Source: an optimization exercise on an open RTL-to-GDS flow (aim: small area, a short achievable clock period and few clock cycles). Production flows keep margins and buffers that such runs may drop.
Function was checked by simulation only, so behaviour that the tests miss may differ from the original.
Power and IR drop assume default switching activity.

## before
## morse_keyer
module morse_keyer (
    input  wire        clk,
    input  wire        rst,           
    input  wire        cmd_valid,
    input  wire [7:0]  cmd_data,
    output wire        cmd_ready,
    output reg         rsp_valid,
    output reg  [7:0]  rsp_code,
    output reg  [31:0] rsp_value,
    output wire        tx_out,
    output wire        ind_out,
    output wire        transmit,
    output wire        busy,
    output wire [3:0]  key_state
);
For scale: ~5,500 cells after synthesis, roughly 1,900 flip-flops, about 61 I/O pins.
==> flow/config.mk <==
export PLATFORM = sky130hd
export DESIGN_NAME = morse_keyer
export DESIGN_NICKNAME = morse_keyer
export VERILOG_FILES = /design/flow/design.v
export SDC_FILE = /design/flow/constraint.sdc
export NUM_CORES = 4
export LEC_CHECK = 0
export CAP_MARGIN = 20
export CORE_MARGIN = 2
export CORE_UTILIZATION = 60
export CTS_CLUSTER_DIAMETER = 100
export CTS_CLUSTER_SIZE = 25
export SLEW_MARGIN = 20
==> flow/constraint.sdc <==
create_clock -name core_clock -period 15.0 [get_ports {clk}]
set_input_delay 3.0000 -clock core_clock [delete_from_list [all_inputs] [get_ports {clk}]]
set_output_delay 3.0000 -clock core_clock [all_outputs]
set_load 0.01 [all_outputs]
standard.sh (not shown) runs the stock make flow with config.mk's settings and CLKGATE_MAP_FILE= SYNTH_SCRIPT=/design/flow/synth_recipe.tcl, a recipe that flattens the netlist after the stock synthesis.
==> flow/flow/run.sh <==
#!/bin/bash
# Layout flow: the standard ORFS flow (standard.sh), with the timing
# repair asked to leave extra setup slack, so that the layout's paths are
# repaired well below the design's clock period. The constraints (clock
# period, I/O delays, loads) are the design's own and are not changed.
set -euo pipefail
MARGIN=${SETUP_MARGIN_NS:-11.0}
bash standard.sh SETUP_SLACK_MARGIN=$MARGIN finish > orfs_make.log 2>&1
Testbench counts of before, summed over its fixed seeds: cycles 144,408.
What after does differently from before at the input level:
--- a/flow/design.v
+++ b/flow/design.v
@@ -419,47 +419,47 @@
     reg [20:0] n_dur;
     always @* begin
         case (n_dsel)
             2'd0: n_dur = {2'd0, u1};
             2'd1: n_dur = {2'd0, u3};
             2'd2: n_dur = {2'd0, u7};
             default: n_dur = rep_dur;
         endcase
     end
     wire tick_needs_win = s_idle || exp_q;
     reg         div_busy_q;
-    reg         div_first_q;      
     reg [4:0]   div_cnt_q;        
     reg [23:0]  div_r_q;          
-    reg [16:0]  div_n_q;          
+    reg [15:0]  div_q_q;          
+    reg         div_ovf_q;        
     wire [31:0] cw      = {b0_q, div_r_q};    
     wire        f_sign  = cw[31];
     wire [7:0]  f_exp   = cw[30:23];
     wire [22:0] f_frac  = cw[22:0];
     wire        f_invalid = ((f_exp == 8'hFF) && (f_frac != 23'd0)) || f_sign ||
                             ((f_exp == 8'd0) && (f_frac == 23'd0));
-    wire        f_zero_q  = (f_exp >= 8'd150);
+    wire        f_zero_q  = (f_exp >= 8'd138);    
     wire        f_sat     = (f_exp <= 8'd119);
-    wire [4:0]  f_k       = 8'd150 - f_exp;             
-    wire [40:0] f_num     = 41'd1200 << f_k;
+    wire [4:0]  f_steps   = 8'd138 - f_exp;           
     wire [23:0] div_m    = {1'b1, wpm_q[22:0]};
-    wire [24:0] div_t    = {div_r_q, div_n_q[16]};
+    wire [24:0] div_t    = {div_r_q, 1'b0};
     wire [25:0] div_sub  = {1'b0, div_t} - {2'b0, div_m};
     wire        div_ge   = !div_sub[25];
     wire text_slot_ok = wfirst_q || (df_hi == {HW{1'b0}} && df_lo_z);
     assign stall = (is_tick && (div_busy_q || (tick_needs_win && !w_ok))) ||
                    ((is_conf || is_read) && div_busy_q) ||
                    (text_wr && !text_slot_ok);
     wire do_tick = take && is_tick;
     wire do_ex   = take && ex_any;
-    wire [31:0] end_tick = tick_q + rem_q;
+    wire [31:0] add_s    = tick_q + (at_op ? 32'd1 : rem_q);
+    wire [31:0] end_tick = add_s;
     wire [31:0] status_word = {20'd0, state_bin, 1'b0, txen_q, dual_q, pre_en_q,
                                tx_out_q, ind_out_q, transmit_q, busy_q};
     reg  [31:0] read_val;
     always @* begin
         case (b0_q[3:0])
             4'd0: read_val = status_word;
             4'd1: read_val = tick_q;
             4'd2: read_val = {24'd0, chars_q};
             4'd3: read_val = {16'd0, unit_q};
             4'd4: read_val = wpm_q;
             4'd5: read_val = {24'd0, repeat_q};
@@ -590,32 +590,28 @@
             if (tap_cap) begin
                 for (wi = 0; wi < WK; wi = wi + 1)
                     if (cap_pos[wi]) win_q[8*wi +: 8] <= tap_code;
                 wval_q <= {wval_sh[WK-2:0], 1'b1};
                 wf_q   <= wf_q + 8'd1;
                 df_hi  <= df_hi;
                 df_lo  <= df_lo;
             end
             rsp_valid <= do_ex && !rst;
             if (div_busy_q) begin
                 if (div_cnt_q != 5'd0) begin
-                    div_first_q <= 1'b0;
-                    div_cnt_q   <= div_cnt_q - 5'd1;
-                    div_r_q     <= div_ge ? div_sub[23:0] : div_t[23:0];
-                    div_n_q     <= {div_n_q[15:0], div_ge};
-                    if (div_first_q && div_ge) begin
-                        unit_q     <= 16'hFFFF;
-                        div_busy_q <= 1'b0;
-                    end
+                    div_cnt_q <= div_cnt_q - 5'd1;
+                    div_r_q   <= div_ge ? div_sub[23:0] : div_t[23:0];
+                    div_q_q   <= {div_q_q[14:0], div_ge};
+                    div_ovf_q <= div_ovf_q | div_q_q[15];
                 end else begin
-                    unit_q     <= (div_n_q[15:0] == 16'd0) ? 16'd1 : div_n_q[15:0];
+                    unit_q     <= div_ovf_q ? 16'hFFFF : (div_q_q == 16'd0) ? 16'd1 : div_q_q;
                     div_busy_q <= 1'b0;
                 end
             end
             if (take) begin
                 case (rx_q)
                     R_OP: begin
                         op_q   <= b0_q;
                         acnt_q <= arg_len(b0_q) - 3'd1;
                         if (arg_len(b0_q) != 3'd0) rx_q <= R_ARG;
                     end
                     R_ARG: begin
@@ -659,23 +655,23 @@
                                     if (tidx_q == wi[7:0]) win_q[8*wi +: 8] <= wr_code;
                                 wval_q <= {wval_q[WK-2:0], 1'b1};
                                 wf_q   <= tidx_q + 8'd1;
                             end
                         end
                     end
                 endcase
             end
             if (do_ex) begin
                 case (ex_code)
                     OP_TICK: begin
-                        tick_q    <= tick_q + 32'd1;
+                        tick_q    <= add_s;
                         stream_q  <= n_stream;
                         started_q <= n_started;
                         pre_en_q  <= n_pre_en;
                         cursor_q  <= (n_cur_clr ? 8'd0 : cursor_q) + {6'd0, n_cur_inc};
                         if (n_chars_clr)      chars_q <= 8'd0;
                         else if (n_chars_inc) chars_q <= chars_q + 8'd1;
                         if (n_len_clr) msg_len_q <= 8'd0;
                         rem_q <= n_enter ? {11'd0, n_dur} : rem_q - 32'd1;
                         if (n_wclr) begin
                             wval_q <= {WK{1'b0}};
                             wf_q   <= 8'd0;
@@ -689,26 +685,26 @@
                         end
                     end
                     OP_CONFIGURE: begin
                         if (!f_invalid) begin
                             wpm_q <= cw;
                             if (f_zero_q) begin
                                 unit_q <= 16'd1;
                             end else if (f_sat) begin
                                 unit_q <= 16'hFFFF;
                             end else begin
                                 div_busy_q  <= 1'b1;
-                                div_first_q <= 1'b1;
-                                div_cnt_q   <= 5'd17;
-                                div_r_q     <= f_num[40:17];
-                                div_n_q     <= f_num[16:0];
+                                div_cnt_q   <= f_steps;
+                                div_r_q     <= 24'd4915200;
+                                div_q_q     <= 16'd0;
+                                div_ovf_q   <= 1'b0;
                             end
                         end
                     end
                     OP_SEND: begin
                         loading_q <= 1'b0;
                         if (rx_q == R_TEXT && (tidx_q + {7'd0, text_wr}) > WK) begin
                             df_hi  <= dk_hi;
                             df_lo  <= dk_lo;
                             tapv_q <= 1'b0;
                         end
                         if (rx_q != R_SKIP) begin
--- outcome ---
Synthesized cell count was higher in before than in after. A global routing's busiest layer of met1 is what after shows, while met2 belongs to before. Diff before -> after: worst hold slack saw an increase, number of enable flip-flop cells after synthesis went down, number of clock buffers in the layout went down by 3. Area of all sequential standard cells delta (before -> after): insignificant. Re area added between synthesis and finish: before was lower than after. Going from before to after, post-route clock period utilization comparable, setup slack now larger, area of the mapped netlist now smaller.
Testbench counts of after, summed over its fixed seeds: cycles 143,948.

========
Another version of the RTL of morse_keyer (not shown whole).
For scale: ~5000 cells after synthesis, ~61 I/O pins, roughly 58000 µm² of cells after synthesis.
Settings: LEC_CHECK=0, CAP_MARGIN=20, CORE_MARGIN=2, CORE_UTILIZATION=60, CTS_CLUSTER_DIAMETER=100, CTS_CLUSTER_SIZE=22, SLEW_MARGIN=20; clock period 15.0 ns.
Scripts as last shown in full above: flow/flow/run.sh
Testbench counts at the start, summed over its fixed seeds: cycles 144,014.
Then changed:
--- a/flow/design.v
+++ b/flow/design.v
@@ -78,17 +78,18 @@
     reg [31:0] wpm_q;
     reg [9:0]  st_q;          
     reg [3:0]  key_state_q;   
     reg [7:0]  msg_len_q;
     reg [7:0]  cursor_q;
     reg [7:0]  chars_q;
     reg [7:0]  stream_q;
     reg        started_q;
-    reg        busy_q;
+    reg        busy_q;        
+    reg        nbusy_q;       
     reg        run_q;         
     reg        pre_en_q;
     reg        dual_q;
     reg        txen_q;
     reg [7:0]  repeat_q;
     wire s_idle = st_q[S_IDLE];
     wire s_pre  = st_q[S_PREAMBLE];
     wire s_dit  = st_q[S_DIT];
@@ -105,24 +106,26 @@
     assign tx_out    = tx_out_q;
     assign ind_out   = ind_out_q;
     assign busy      = busy_q;
     assign key_state = key_state_q;
     reg rst_q;
     always @(posedge clk) rst_q <= rst;
     reg  [7:0] b0_q, b1_q;
     reg        v0_q, v1_q;
-    reg        rdy_q;
+    reg        rdy_q;          
+    reg        nrdy_q;         
     wire       stall;
     wire       take = v0_q & ~stall;       
-    wire       byte_in = cmd_valid & rdy_q;
+    wire       byte_in = cmd_valid & ~nrdy_q;
     wire       v1_d = !rst_q && v0_q && !take && (v1_q || byte_in);
     assign cmd_ready = rdy_q;
     always @(posedge clk) begin
-        rdy_q <= !rst && !v1_d;
+        rdy_q  <= !rst && !v1_d;
+        nrdy_q <= rst || v1_d;
         if (rst_q) begin
             v0_q <= 1'b0;
             v1_q <= 1'b0;
         end else if (!v0_q || take) begin
             if (v1_q) begin
                 b0_q <= b1_q;
                 v0_q <= 1'b1;
                 v1_q <= 1'b0;
@@ -279,17 +282,17 @@
     reg        do_decide;
     reg        do_fetch;
     reg        do_element;
     always @* begin
         n_state     = S_IDLE;
         n_move      = 1'b0;
         n_stream    = stream_q;
         n_started   = started_q;
-        n_busy      = busy_q;
+        n_busy      = !nbusy_q;
         n_pre_en    = pre_en_q;
         n_len_clr   = 1'b0;
         n_cur_clr   = 1'b0;
         n_cur_inc   = 2'd0;
         n_chars_inc = 1'b0;
         n_chars_clr = 1'b0;
         n_dsel      = 2'd0;
         n_enter     = 1'b0;
@@ -445,18 +448,21 @@
     wire text_slot_ok = wfirst_q || (df_hi == {HW{1'b0}} && df_lo_z);
     assign stall = (is_tick && (div_busy_q || (tick_needs_win && !w_ok))) ||
                    ((is_conf || is_read) && div_busy_q) ||
                    (text_wr && !text_slot_ok);
     wire do_tick = take && is_tick;
     wire do_ex   = take && ex_any;
     wire [31:0] add_s    = tick_q + (at_op ? 32'd1 : rem_q);
     wire [31:0] end_tick = add_s;
+    wire        st_transmit = (s_pre | s_dit | s_dah) & txen_q;
+    wire        st_tx_out   = dual_q ? (!nbusy_q & txen_q & !s_rep) : st_transmit;
+    wire        st_ind_out  = dual_q ? !nbusy_q : st_transmit;
     wire [31:0] status_word = {20'd0, state_bin, 1'b0, txen_q, dual_q, pre_en_q,
-                               tx_out_q, ind_out_q, transmit_q, busy_q};
+                               st_tx_out, st_ind_out, st_transmit, !nbusy_q};
     reg  [31:0] read_val;
     always @* begin
         case (b0_q[3:0])
             4'd0: read_val = status_word;
             4'd1: read_val = tick_q;
             4'd2: read_val = {24'd0, chars_q};
             4'd3: read_val = {16'd0, unit_q};
             4'd4: read_val = wpm_q;
@@ -515,19 +521,19 @@
     wire ex_dual  = do_ex && (ex_code == OP_SET_DUAL) && (b0_q <= 8'd1);
     wire tick_mv  = do_tick && n_move;
     wire to_idle  = ex_send || ex_reset;
     reg [9:0] n_st_oh;
     always @* begin
         n_st_oh = 10'd0;
         n_st_oh[n_state] = 1'b1;
     end
-    wire [3:0] key_d   = tick_mv ? n_state : to_idle ? S_IDLE : key_state_q;
+    wire [3:0] key_d   = tick_mv ? n_state : to_idle ? S_IDLE : state_bin;
     wire [9:0] st_d    = tick_mv ? n_st_oh : to_idle ? 10'd1 : st_q;
-    wire       busy_d  = do_tick ? n_busy : ex_send ? 1'b1 : ex_reset ? 1'b0 : busy_q;
+    wire       busy_d  = do_tick ? n_busy : ex_send ? 1'b1 : ex_reset ? 1'b0 : !nbusy_q;
     wire       txen_d  = ex_txen ? b0_q[0] : txen_q;
     wire       dual_d  = ex_dual ? b0_q[0] : dual_q;
     wire       kdown_d = st_d[S_PREAMBLE] | st_d[S_DIT] | st_d[S_DAH];
     wire       trans_d = kdown_d & txen_d;
     always @(posedge clk) begin
         ring_q <= {(wr_char ? wr_idx : ring_q[5:0]), ring_q[6*255-1:6]};
         tap_q  <= tap_nx;
         rsp_code  <= rsp_code_d;
@@ -559,25 +565,27 @@
             st_q        <= 10'd1;
             key_state_q <= S_IDLE;
             msg_len_q   <= 8'd0;
             cursor_q    <= 8'd0;
             chars_q     <= 8'd0;
             stream_q    <= EOC;
             started_q   <= 1'b0;
             busy_q      <= 1'b0;
+            nbusy_q     <= 1'b1;
             run_q       <= 1'b0;
             pre_en_q    <= 1'b0;
             dual_q      <= 1'b0;
             txen_q      <= 1'b1;
             repeat_q    <= 8'd0;
         end else begin
             st_q        <= st_d;
             key_state_q <= key_d;
             busy_q      <= busy_d;
+            nbusy_q     <= !busy_d;
             txen_q      <= txen_d;
             dual_q      <= dual_d;
             run_q       <= busy_d & txen_d;
             transmit_q  <= trans_d;
             tx_out_q    <= dual_d ? (busy_d & txen_d & !st_d[S_REPEAT]) : trans_d;
             ind_out_q   <= dual_d ? busy_d : trans_d;
             if (do_tick)
                 exp_q <= n_enter ? ((n_dsel == 2'd0) && (unit_q == 16'd1)) : (rem_q == 32'd1);
=> The new run passed the timing, design-rule and antenna checks. Worst setup slack gets better by 0.035 ns. Non-clock buffer count increases by 39. Register-to-register slack degrades by 0.06 ns. Wire length goes up by a few percent. Via count climbs by a few percent. Critical path depth stays the same. Maximum frequency goes up slightly. Final area climbs slightly. Total power goes up by a few percent. Cell count rose slightly. Die area grows slightly.
Testbench counts after the change, summed over its fixed seeds: cycles 144,014.

-- afterwards: timing with drivers on the ports --
How much do the figures lean on ideal ports? The routed layouts below were timed once more, with nothing changed but the port constraints. Step 1 (the two cells are an assumption about what drives the block):
set clk [get_ports {clk}]
set_driving_cell -lib_cell sky130_fd_sc_hd__clkbuf_16 $clk
set_driving_cell -lib_cell sky130_fd_sc_hd__buf_2 [delete_from_list [all_inputs] $clk]
Step 2, shift: input delay + t, output delay - t, t = (earliest + latest rising clock arrival at the registers) / 2. This alone moves slack from input paths to output paths. a / b / c = ideal ports / drivers / drivers and shift; a / b = the first two.
| run | t (ns) | setup WS [ns] | worst data-port slew with drivers (ns) | cell pins on the clock port's net |
|---|---|---|---|---|
| before | 0.780 | 10.746 / 10.672 / 10.468 | 0.05 | 1 |
| after | 0.771 | 10.764 / 10.686 / 10.606 | 0.05 | 1 |
| the first run of note 2 | 0.777 | 10.759 / 10.683 / 10.527 | 0.03 | 1 |
| the second run of note 2 | 0.774 | 10.793 / 10.719 / 10.582 | 0.05 | 1 |
After both steps every run listed still meets setup and hold. The setup slack of before, which loses most, moves by -0.074 ns with the drivers and by -0.278 ns with both steps.
